From an optimization exercise on the open Yosys and OpenROAD flow, aimed at small area, a short achievable clock period and few clock cycles; shortcuts taken in it are not production practice.
The RTL was checked by simulation tests, not by an equivalence proof against the original design.

==> inputs of wip/zinc <==
==> flow/design.v (excerpt) <==
module epdq_dither #(
    parameter MAX_W = 12
) (
    input  wire        clk,
    input  wire        rst,
    input  wire        start,
    input  wire [1:0]  cfg_op,
    input  wire [2:0]  cfg_mode,
    input  wire [5:0]  cfg_width,
    input  wire [7:0]  cfg_thr_grey,
    input  wire [15:0] cfg_thr3,
    input  wire [15:0] cfg_thr4,
    input  wire [23:0] cfg_margin,
    input  wire [23:0] cfg_color_red,
    input  wire [23:0] cfg_color_yel,
    input  wire        in_valid,
    output reg         in_ready,
    input  wire [7:0]  in_r,
    input  wire [7:0]  in_g,
    input  wire [7:0]  in_b,
    output reg         out_valid,
    input  wire        out_ready,
    output reg  [1:0]  out_sym,
    output reg  [7:0]  out_luma,
    output reg  [23:0] out_q
);
Settings: LEC_CHECK=0, ABC_AREA=1, CAP_MARGIN=40, CORE_MARGIN=2, CORE_UTILIZATION=50, CTS_CLUSTER_DIAMETER=80, CTS_CLUSTER_SIZE=30, PLACE_DENSITY=0.6, SLEW_MARGIN=60; clock period 30.0 ns.
standard.sh (not shown) runs the stock make flow with config.mk's settings and CLKGATE_MAP_FILE= SYNTH_SCRIPT=/design/flow/synth_recipe.tcl, a recipe that flattens the netlist after the stock synthesis.
==> flow/flow/run.sh <==
#!/bin/bash
# The standard layout, with every port buffered by a buf_1 cell instead of
# the default port buffer. The make output goes to standard.log, each tool's
# own log to orfs/logs/.
set -euo pipefail
export BUFFER_PORTS_ARGS="-buffer_cell sky130_fd_sc_hd__buf_1"
bash standard.sh > standard.log 2>&1
==> inputs of wip/xenon, as changes to wip/zinc <==
==> flow/flow/run.sh (replaced) <==
#!/bin/bash
# The standard layout, with every port buffered by a buf_2 cell instead of
# the default port buffer. The make output goes to standard.log, each tool's
# own log to orfs/logs/.
set -euo pipefail
export BUFFER_PORTS_ARGS="-buffer_cell sky130_fd_sc_hd__buf_2"
bash standard.sh > standard.log 2>&1
Settings changed: CTS_CLUSTER_DIAMETER 80 to not set, CTS_CLUSTER_SIZE 30 to not set.
==> summary of the runs <==
Of wip/xenon and wip/zinc, wip/zinc has the higher worst hold slack (gap 0.0041 ns).
Area after synthesis is the same in wip/zinc and wip/xenon.
Of wip/xenon and wip/zinc, wip/xenon has the higher clock skew (gap 0.0043 ns).
==> figures <==
Outcome: wip/xenon finished clean; wip/zinc finished clean
Area taken by multi-input logic gates: wip/xenon 17400 um^2; wip/zinc 17400 um^2
Fraction of standard cell area in multi-input logic: wip/xenon 44.8%; wip/zinc 46.0%
Via Count: wip/xenon 25800; wip/zinc 25700
Metal-1 WL: wip/xenon 40800 um; wip/zinc 40400 um
GP Congestion: wip/xenon 0.950; wip/zinc 0.942
Non-clock buffer contribution to total cell area: wip/xenon 3.26%; wip/zinc 2.71%
Setup clock skew after layout: wip/xenon 0.0384 ns; wip/zinc 0.0341 ns
Cell count of the worst reg-to-reg path: wip/xenon 29; wip/zinc 33
Routed length on met3: wip/xenon 6640 um; wip/zinc 6040 um
Hold EP: wip/xenon row0; wip/zinc a12[4]
Testbench counts of wip/zinc, summed over its fixed seeds: cycles 13,078.
Testbench counts of wip/xenon, summed over its fixed seeds: cycles 13,078.

==> yarrow: inputs <==
epdq_dither again, from the RTL that the note above started with.
Settings: LEC_CHECK=0, ABC_AREA=1, CAP_MARGIN=40, CORE_MARGIN=2, CORE_UTILIZATION=62, CTS_CLUSTER_DIAMETER=80, CTS_CLUSTER_SIZE=30, PLACE_DENSITY=0.72, SLEW_MARGIN=60; clock period 30.0 ns.
==> flow/flow/run.sh <==
#!/bin/bash
# The standard layout, with every port buffered by a buf_2 cell instead of
# the default port buffer. The make output goes to standard.log, each tool's
# own log to orfs/logs/.
set -euo pipefail
export BUFFER_PORTS_ARGS="-buffer_cell sky130_fd_sc_hd__buf_2"
bash standard.sh > standard.log 2>&1
==> maple: changes against yarrow <==
--- a/flow/design.v
+++ b/flow/design.v
@@ -93,43 +93,46 @@
             s = x ^ y ^ z;
             c = {(x[9:0] & y[9:0]) | (x[9:0] & z[9:0]) | (y[9:0] & z[9:0]), 1'b0};
             ltl = neg3(s, c, ~{1'b0, t, 2'b0}, 1'b1);
         end
     endfunction
-    reg v1, vl, v2, sv, bub;
-    wire full = out_valid & sv;
-    wire m2   = v2 & ~full & ~bub;       
+    reg v1, vl, v2, c1, c2, bub;
+    wire m2   = v2 & ~c2 & ~bub;         
     wire s2f  = smw ? ~v2 & ~bub : ~v2 | m2;
     wire ml   = vl & s2f;                
     wire m1   = v1 & (dgrey ? ~vl | ml : s2f);   
     wire ld2  = dgrey ? ml : m1;         
     wire fire = in_valid & in_ready;
     wire pop  = out_valid & out_ready;
     wire v1_n  = fire | (v1 & ~m1);
     wire vl_n  = dgrey & (m1 | (vl & ~ml));
     wire v2_n  = ld2 | (v2 & ~m2);
-    wire ov_n  = (pop | ~out_valid) ? (sv | m2) : 1'b1;
-    wire sv_n  = (pop | ~out_valid) ? (sv & m2) : (sv | m2);
+    wire deq   = c1 & (pop | ~out_valid);    
+    wire ov_n  = (pop | ~out_valid) ? c1 : 1'b1;
+    wire c1_n  = deq ? (c2 | m2) : (c1 | m2);
+    wire c2_n  = deq ? (c2 & m2) : (c2 | (c1 & m2));
     wire bub_n = m2 & smw;
-    wire m2_nn = v2_n & ~(ov_n & sv_n) & ~bub_n;
+    wire m2_nn = v2_n & ~c2_n & ~bub_n;
     wire s2f_n = smw ? ~v2_n & ~bub_n : ~v2_n | m2_nn;
     wire rdy_n = ~v1_n | (dgrey ? ~vl_n | s2f_n : s2f_n);
     always @(posedge clk) begin
         if (rst) begin
             v1        <= 1'b0;
             vl        <= 1'b0;
             v2        <= 1'b0;
             out_valid <= 1'b0;
-            sv        <= 1'b0;
+            c1        <= 1'b0;
+            c2        <= 1'b0;
             bub       <= 1'b0;
             in_ready  <= 1'b1;
         end else begin
             v1        <= v1_n;
             vl        <= vl_n;
             v2        <= v2_n;
             out_valid <= ov_n;
-            sv        <= sv_n;
+            c1        <= c1_n;
+            c2        <= c2_n;
             bub       <= bub_n;
             in_ready  <= rdy_n;
         end
     end
     wire s1_en = ~v1 | m1;
@@ -318,20 +321,23 @@
                 assign ls_terms[k] = ls_terms[k - 1] | (ptr[k] ? st : 27'd0);
             end
         end
     endgenerate
     assign ls_out = ls_terms[NE - 1];
-    reg [1:0] sk_sym;
-    reg [7:0] sk_luma;
-    wire [1:0] q_sym = sv ? sk_sym : rsym;
+    reg [1:0] k1_sym, k2_sym;
+    reg [7:0] k1_luma, k2_luma;
     always @(posedge clk) begin
         if (pop | ~out_valid) begin
-            out_sym  <= q_sym;
-            out_luma <= sv ? sk_luma : rluma;
-            out_q    <= symcol(q_sym, col2_q, red_q);
+            out_sym  <= k1_sym;
+            out_luma <= k1_luma;
+            out_q    <= symcol(k1_sym, col2_q, red_q);
+        end
+        if (deq | ~c1) begin
+            k1_sym  <= (deq & c2) ? k2_sym : rsym;
+            k1_luma <= (deq & c2) ? k2_luma : rluma;
         end
         if (m2) begin
-            sk_sym  <= rsym;
-            sk_luma <= rluma;
+            k2_sym  <= rsym;
+            k2_luma <= rluma;
         end
     end
 endmodule
==> flow/flow/run.sh (replaced) <==
#!/bin/bash
# The standard layout, with every port buffered by a buf_1 cell instead of
# the default port buffer. The make output goes to standard.log, each tool's
# own log to orfs/logs/.
set -euo pipefail
export BUFFER_PORTS_ARGS="-buffer_cell sky130_fd_sc_hd__buf_1"
bash standard.sh > standard.log 2>&1
CORE_UTILIZATION = 50   (was 62)
PLACE_DENSITY = 0.6   (was 0.72)
==> key figures <==
Layout
  • Clock network share of area: 0.0326
  • Fin cells: 4766
  • Multi-input gate area: 17200 um2

Route
  • Routed vias/inst: 5.37
  • Met2 WL post-DR: 41200 um
  • Mean routed wirelength per cell: 18.7 um

Worst setup path
  • Reg2reg start: g2[6]
  • R2r setup slk: 22.82 ns
  • Critical path depth: 34
  • Critical Path RT: 30.44 ns
  • Most used cell, CP: a21oi_1

Status
  • Status: no timing/DRC/antenna violations

Place
  • Placed Area: 36700 um2
  • Routability cong.: 0.924

STA
  • WHS: 0.424 ns
  • Max Freq: 0.139 GHz
  • Final WS setup: 22.82 ns

Clock network
  • Worst skew pair latency: 0.59 ns

GRT
  • Met2 Resource Use GR: 0.413

Die
  • Die width: 268 um
-- figures above: maple

==> key figures <==
STA
  • WHS: 0.453 ns
  • Max Freq: 0.129 GHz

Place
  • Routability cong.: 0.971
  • Placed Area: 36500 um2

Worst setup path
  • Reg2reg start: g2[3]

Route
  • Met2 WL post-DR: 41500 um

GRT
  • Met2 Resource Use GR: 0.509

Status
  • Status: no timing/DRC/antenna violations

Layout
  • Clock network share of area: 0.0314
-- figures above: yarrow

Testbench counts of yarrow, summed over its fixed seeds: cycles 13,078.
Testbench counts of maple, summed over its fixed seeds: cycles 13,142.

port drivers added, routing unchanged:
In the flow no input, the clock included, has a driving cell. The finished layouts below were timed again as built, in two steps. Step 1, drivers: a clkbuf_16 drives clk and a buf_2 each remaining input, both assumed. Step 2 times the ports against the registers' clock, not the clock port: input delays grow and output delays shrink by t, the midpoint of the rising clock arrivals with the driver on. Three values: ideal, step 1, step 2; two values: the first two.
| run | t, ns | slack for setup (ns) | clock arrival spread, ns | slew at the worst register clock pin (ns) | cell pins on the clock port's net |
|---|---|---|---|---|---|
| wip/zinc | 0.662 | 22.306 / 22.306 / 22.306 | 0.034 / 0.034 | 0.11 / 0.11 | 1 |
| wip/xenon | 0.724 | 22.405 / 22.405 / 22.405 | 0.039 / 0.039 | 0.07 / 0.07 | 1 |
| yarrow | 0.698 | 22.219 / 22.219 / 22.219 | 0.047 / 0.047 | 0.11 / 0.11 | 1 |
| maple | 0.640 | 22.816 / 22.791 / 22.372 | 0.032 / 0.032 | 0.11 / 0.11 | 1 |
After both steps setup and hold are still met in every run listed. For maple, which loses most, drivers alone change the setup slack by -0.025 ns; drivers and shift together by -0.444 ns.
